This is an optimization exercise on Yosys and OpenROAD, whose aim is small area and a short achievable clock period, not a production implementation. Only simulation tests tie the RTL to the original design; equivalence was not proved.

==> v23 <==
Design ooo_engine, start of the top module:
module ooo_engine (
    input  logic         clk,
    input  logic         rst,
    input  logic [1:0]   tr_cnt,
    input  logic [3:0]   tr_op,
    input  logic [13:0]  tr_dst,
    input  logic [13:0]  tr_src1,
    input  logic [13:0]  tr_src2,
    output logic [1:0]   tr_pop,
    output logic [1:0]   rt_valid,
    output logic [31:0]  rt_seq,
    output logic [3:0]   rt_op,
    output logic [13:0]  rt_dst,
    output logic [13:0]  rt_src1,
    output logic [13:0]  rt_src2,
    output logic [287:0] rt_cyc,
    output logic [287:0] rt_dur,
    output logic         done,
    output logic [15:0]  cycles,
    output logic [15:0]  count
);
==> flow/config.mk <==
export PLATFORM = sky130hd
export DESIGN_NAME = ooo_engine
export DESIGN_NICKNAME = ooo_engine
export VERILOG_FILES = /design/flow/design.v
export SDC_FILE = /design/flow/constraint.sdc
export NUM_CORES = 8
export LEC_CHECK = 0
export CAP_MARGIN = 20
export CORE_MARGIN = 2
export CORE_UTILIZATION = 60
export CTS_CLUSTER_DIAMETER = 100
export CTS_CLUSTER_SIZE = 25
export SLEW_MARGIN = 20
==> flow/constraint.sdc <==
create_clock -name core_clock -period 80.0 [get_ports {clk}]
set_input_delay 16.0000 -clock core_clock [delete_from_list [all_inputs] [get_ports {clk}]]
set_output_delay 16.0000 -clock core_clock [all_outputs]
set_load 0.01 [all_outputs]
standard.sh (not shown) runs the stock make flow with config.mk's settings and CLKGATE_MAP_FILE= SYNTH_SCRIPT=/design/flow/synth_recipe.tcl, a recipe that flattens the netlist after the stock synthesis.
==> flow/flow/run.sh <==
#!/bin/bash
# Standard ORFS layout (the standard.sh) with two changes: the port
# buffers are the smallest buffer, and repair_timing is asked for a setup
# margin that makes it work on the input-to-output paths. make's full output
# goes to flow_make.log here; each ORFS step also keeps its own log under
# orfs/logs.
set -euo pipefail
bash standard.sh finish \
  "BUFFER_PORTS_ARGS=-buffer_cell sky130_fd_sc_hd__buf_1" \
  SETUP_SLACK_MARGIN=50 > flow_make.log 2>&1
==> v29 (differences from v23) <==
--- a/flow/design.v
+++ b/flow/design.v
@@ -58,39 +58,16 @@
       4'b01_01, 4'b10_10: sub2 = 2'd0;
       4'b10_01:           sub2 = 2'd1;
       default:            sub2 = a;
     endcase
   endfunction
   function automatic logic [1:0] add2(input logic [1:0] a, input logic [1:0] b);
     add2 = {a[1] | b[1] | (a[0] & b[0]), a[0] ^ b[0]};
   endfunction
-  function automatic logic [1:0] de_after(input logic [1:0] di_c, input logic [1:0] rr_c,
-                                          input logic [1:0] rn_c, input logic [1:0] de_c,
-                                          input logic [4:0] rob_c, input logic h0, input logic h1,
-                                          input logic [7:0] iqv, input logic [7:0] rq);
-    logic f1, f2, q1, q2, dsp, fok;
-    logic [1:0] dl, m, rl, n, nl, d;
-    f1 = 1'b0; f2 = 1'b0; q1 = 1'b0; q2 = 1'b0;
-    for (int k = 0; k < 8; k++) begin
-      f2 = f2 | (f1 & ~iqv[k]);
-      f1 = f1 | ~iqv[k];
-      q2 = q2 | (q1 & rq[k]);
-      q1 = q1 | rq[k];
-    end
-    dsp = f2 | (f1 & q1) | q2;
-    dl  = dsp ? 2'd0 : di_c;
-    m   = take2(rr_c, dl);
-    rl  = sub2(rr_c, m);
-    fok = ~rob_c[4] & ~(rob_c[3:0] == 4'd15) | (rob_c[3:0] == 4'd15 & h0) | (rob_c[4] & h0 & h1);
-    n   = fok ? take2(rn_c, rl) : 2'd0;
-    nl  = sub2(rn_c, n);
-    d   = take2(de_c, nl);
-    de_after = sub2(de_c, d);
-  endfunction
   function automatic logic [3:0] hi16(input logic [15:0] v);
     logic [15:0] above, oh;
     above[15] = 1'b0;
     for (int i = 14; i >= 0; i--) above[i] = above[i+1] | v[i+1];
     oh = v & ~above;
     hi16 = 4'd0;
     for (int i = 0; i < 16; i++) if (oh[i]) hi16 = hi16 | 4'(i);
   endfunction
@@ -117,19 +94,16 @@
   logic [4:0]             rob_cnt;
   logic [15:0]            rob_v, rob_s1, rob_s0, rob_cmp;
   logic [15:0]            rob_rdy, rob_iss;
   assign rob_rdy = rob_s1 & rob_s0;
   assign rob_iss = rob_s0 & ~rob_s1;
   logic [15:0][RECW-1:0]  rob_rec;
   logic [15:0][STW-1:0]   rob_st;
   logic [1:0]             o_v;
-  logic                   pok1, pok2;    
-  logic [15:0]            n_s1, n_s0;
-  logic [7:0]             n_t1v, n_t2v;
   logic [1:0][RECW-1:0]   o_rec;
   logic [1:0][14:0]       o_st;    
   logic [7:0]  cyc0, cyc1;
   logic [16:0] cyc_inc;
   assign cyc_inc = radd(cycle, 16'd0, 1'b1);
   assign cyc0 = cycle[7:0];
   assign cyc1 = cyc_inc[7:0];
   logic [3:0]  head1;
@@ -336,56 +310,34 @@
   assign n_rr_cnt = add2(rr_left, nr);
   assign n_rob_cnt = rob_cnt + {3'd0, nr} - {3'd0, nret};
   assign n_trace_done = trace_done | td_set;
   assign n_done = n_trace_done && n_de_cnt == 2'd0 && n_rn_cnt == 2'd0 && n_rob_cnt == 5'd0;
   assign seq_inc = radd(seq_next, {14'd0, n_pop}, 1'b0);
   always_comb
     for (int k = 0; k < 16; k++)
       alloc[k] = ren[k % 2] && rn_dt[k % 2] == 4'(k);
-  logic [7:0]  n_iq_v;
-  logic [15:0] n_rob_v, n_rdy, n_hsel;
-  logic [3:0]  n_head;
-  logic        n_r0, n_r1;
-  logic [1:0]  n_de_left;
-  assign n_iq_v  = iq_v_ai | wq0 | wq1;
-  assign n_rob_v = v_ar | alloc;
-  assign n_rdy   = n_s1 & n_s0;
-  assign n_head  = head + {2'd0, nret};
-  always_comb for (int k = 0; k < 16; k++) n_hsel[k] = n_head == 4'(k);
-  assign n_r0 = |(n_hsel & n_rob_v & n_rdy);
-  assign n_r1 = |({n_hsel[14:0], n_hsel[15]} & n_rob_v & n_rdy);
-  assign n_de_left = de_after(add2(d_left, mv), n_rr_cnt, n_rn_cnt, n_de_cnt, n_rob_cnt,
-                              n_r0, n_r1, n_iq_v, n_iq_v & ~n_t1v & ~n_t2v);
-  always_ff @(posedge clk) begin
-    if (rst) begin
-      pok1 <= 1'b1; pok2 <= 1'b1;
-    end else if (!done) begin
-      pok1 <= ~n_done & ~n_trace_done & (n_de_left != 2'd2);
-      pok2 <= ~n_done & ~n_trace_done & (n_de_left == 2'd0);
-    end
-  end
   always_ff @(posedge clk) begin
     if (rst) begin
       cycle <= '0; seq_next <= '0; trace_done <= 1'b0; done <= 1'b0;
       de_cnt <= '0; rn_cnt <= '0; rr_cnt <= '0; di_cnt <= '0;
       iq_v <= '0; head <= '0; tail <= '0; rob_cnt <= '0; rob_v <= '0;
       o_v <= '0;
     end else if (!done) begin
       cycle <= cyc_inc[15:0];
       seq_next <= seq_inc[15:0];
       trace_done <= n_trace_done;
       done <= n_done;
       de_cnt <= n_de_cnt; rn_cnt <= n_rn_cnt; rr_cnt <= n_rr_cnt;
       di_cnt <= add2(d_left, mv);
-      iq_v <= n_iq_v;
+      iq_v <= iq_v_ai | wq0 | wq1;
       head <= head + {2'd0, nret};
       tail <= tail + {2'd0, nr};
       rob_cnt <= n_rob_cnt;
-      rob_v <= n_rob_v;
+      rob_v <= v_ar | alloc;
       o_v <= {r1, r0};
     end else begin
       o_v <= '0;
     end
   end
   always_ff @(posedge clk) begin
     o_rec <= l_rec;
     o_st  <= l_st;
@@ -403,35 +355,29 @@
       end
       rr_u[p] <= ren[p] ? ren_u[p] : rr_w[p];
       di_u[p] <= rmv[p] ? rr_w[p] : di_w[p];
     end
   end
   logic [7:0] wd0, wd1;
   assign wd0 = di_h ? wq1 : wq0;
   assign wd1 = di_h ? wq0 : wq1;
-  always_comb
-    for (int k = 0; k < 8; k++) begin
-      if (wd0[k]) begin
-        n_t1v[k] = di_w[0][9]; n_t2v[k] = di_w[0][4];
-      end else if (wd1[k]) begin
-        n_t1v[k] = di_w[1][9]; n_t2v[k] = di_w[1][4];
-      end else begin
-        n_t1v[k] = iq_t1v[k] & ~xnext[iq_t1[k]];
-        n_t2v[k] = iq_t2v[k] & ~xnext[iq_t2[k]];
-      end
-    end
   always_ff @(posedge clk) begin
     for (int k = 0; k < 8; k++) begin
-      iq_t1v[k] <= n_t1v[k];
-      iq_t2v[k] <= n_t2v[k];
       if (wd0[k]) begin
-        iq_t1[k] <= di_w[0][8:5]; iq_t2[k] <= di_w[0][3:0]; iq_dt[k] <= di_dt[0];
+        iq_t1v[k] <= di_w[0][9]; iq_t1[k] <= di_w[0][8:5];
+        iq_t2v[k] <= di_w[0][4]; iq_t2[k] <= di_w[0][3:0];
+        iq_dt[k]  <= di_dt[0];
       end else if (wd1[k]) begin
-        iq_t1[k] <= di_w[1][8:5]; iq_t2[k] <= di_w[1][3:0]; iq_dt[k] <= di_dt[1];
+        iq_t1v[k] <= di_w[1][9]; iq_t1[k] <= di_w[1][8:5];
+        iq_t2v[k] <= di_w[1][4]; iq_t2[k] <= di_w[1][3:0];
+        iq_dt[k]  <= di_dt[1];
+      end else begin
+        iq_t1v[k] <= iq_t1v[k] & ~xnext[iq_t1[k]];
+        iq_t2v[k] <= iq_t2v[k] & ~xnext[iq_t2[k]];
       end
     end
     for (int i = 0; i < 8; i++)
       for (int j = i + 1; j < 8; j++) begin
         if (wq0[j] || wq1[j]) am[i][j] <= 1'b1;
         else if (wq1[i]) am[i][j] <= 1'b0;
         else if (wq0[i]) am[i][j] <= di_u[di_h][10] && prev_slot == 3'(j);
       end
@@ -451,38 +397,36 @@
       we_ex[k] = (any1 && gt1 == 4'(k)) || (any2 && gt2 == 4'(k));
       if (rob_rec[k][22:21] == 2'd0)      ntg[k] = n1;
       else if (rob_rec[k][22:21] == 2'd1) ntg[k] = n2;
       else                                ntg[k] = n5;
       cmp_next[k] = ((rob_iss[k] & ~rob_cmp[k] & rob_st[k][27:25] == ntg[k]) |
                      (we_ex[k] & rob_rec[k][22:21] == 2'd0)) & ~alloc[k];
     end
   end
-  assign n_s1 = (rob_s1 | (rob_s0 & rob_cmp)) & ~alloc;
-  assign n_s0 = (rob_s1 | (rob_s0 & ~rob_cmp) | we_ex) & ~alloc;
   always_ff @(posedge clk) begin
     for (int k = 0; k < 16; k++) begin
       if (alloc[k]) begin
         rob_rec[k] <= rn_rec[k % 2];
         rob_st[k][4:0]   <= rn_cfe[k % 2];
         rob_st[k][9:5]   <= rn_crn[k % 2];
         rob_st[k][14:10] <= cyc1[4:0];
       end
       if (we_di[k]) rob_st[k][18:15] <= cyc1[3:0];
       if (we_is[k]) rob_st[k][24:19] <= cyc1[5:0];
       if (we_ex[k]) rob_st[k][30:25] <= cyc1[5:0];
-      rob_s1[k] <= n_s1[k];
-      rob_s0[k] <= n_s0[k];
+      rob_s1[k] <= (rob_s1[k] | (rob_s0[k] & rob_cmp[k])) & ~alloc[k];
+      rob_s0[k] <= (rob_s1[k] | (rob_s0[k] & ~rob_cmp[k]) | we_ex[k]) & ~alloc[k];
       rob_cmp[k] <= cmp_next[k];
     end
   end
   assign pop_ok1 = ~done & ~trace_done & (de_left != 2'd2);
   assign pop_ok2 = ~done & ~trace_done & (de_left == 2'd0);
-  assign tr_pop[1] = ~rst & pok2 & tr_cnt[1];
-  assign tr_pop[0] = ~rst & pok1 & ((tr_cnt[0] & ~tr_cnt[1]) | (~pok2 & tr_cnt[1]));
+  assign tr_pop[1] = ~rst & pop_ok2 & tr_cnt[1];
+  assign tr_pop[0] = ~rst & pop_ok1 & ((tr_cnt[0] & ~tr_cnt[1]) | (~pop_ok2 & tr_cnt[1]));
   assign cycles   = cycle;
   assign count    = seq_next;
   assign rt_valid = o_v;
   logic [4:0]  infl;
   logic [15:0] seq0;
   logic [16:0] seq0t, seq1t;
   assign infl = {3'd0, de_cnt} + {3'd0, rn_cnt} + rob_cnt + {4'd0, o_v[0]} + {4'd0, o_v[1]};
   assign seq0t = radd(seq_next, ~{11'd0, infl}, 1'b1);
==> flow/flow/run.sh (replaced) <==
#!/bin/bash
# The standard layout (standard.sh) with these changes:
# - synthesis: the standard synthesis with ABC_AREA=1 and flow/area.abc as
#   ABC's area script (ORFS's scripts are copied to myscripts/ with only
#   abc_area.script replaced); the steps before ABC, and so the registers,
#   are unchanged;
# - the port buffers are the smallest buffer;
# - repair_timing is asked for a setup margin that makes it work on the
#   input-to-output paths.
# Each step's full output goes to a log here (flow_synth.log, flow_make.log);
# each ORFS step also keeps its own log under orfs/logs.
set -euo pipefail
rm -rf myscripts
cp -r "$FLOW_HOME/scripts" myscripts
cp flow/area.abc myscripts/abc_area.script
KNOBS=("BUFFER_PORTS_ARGS=-buffer_cell sky130_fd_sc_hd__buf_1" "SETUP_SLACK_MARGIN=50")
bash standard.sh synth "SCRIPTS_DIR=$PWD/myscripts" ABC_AREA=1 "${KNOBS[@]}" > flow_synth.log 2>&1
bash standard.sh finish "${KNOBS[@]}" > flow_make.log 2>&1
==> flow/flow/area.abc (new file) <==
strash
dc2
dch -f
map -a
strash
dc2
dch -f
map -a
strash
dch -f
map -a
topo
- CAP_MARGIN: 20 -> 35
==> notes <==
- First-iteration DRC count: v23 is smaller than v29 (about 15%).
- Between v29 and v23, the lower global-route usage is in v23 (gap 5.3 points).
- Design area: v29 is lower than v23 (4.9%).
- In v29 the final cell count is larger than in v23, by about 4%.
- In v23 the core utilization is lower than in v29, by 2.0 points.
- Against v29, the non-clock buffer count of v23 is lower by 33.

## static timing again, ports no longer ideal
How much do the figures lean on ideal ports? The routed layouts below were timed once more, with nothing changed but the port constraints. Step 1 assumes that a clkbuf_16 drives the clock port and a buf_2 every other input. Step 2 times the ports against the registers' clock, not the clock port: input delays grow and output delays shrink by t, the midpoint of the rising clock arrivals with the driver on. Slacks: no drivers / after step 1 / after step 2; pairs: no drivers / after step 1.
run | t, ns | setup slack, ns | hold slack, ns | worst setup path at the end | worst register clock-pin slew, ns
v23 | 0.806 | 47.525 / 47.485 / 47.485 | 0.404 / 0.404 / 0.404 | input to output | 0.11 / 0.11
v29 | 0.790 | 47.113 / 47.061 / 47.061 | 0.412 / 0.412 / 0.412 | input to output | 0.11 / 0.11
After both steps every run listed still meets setup and hold. The setup slack of v29, which loses most, moves by -0.052 ns with the drivers and by -0.052 ns with both steps.
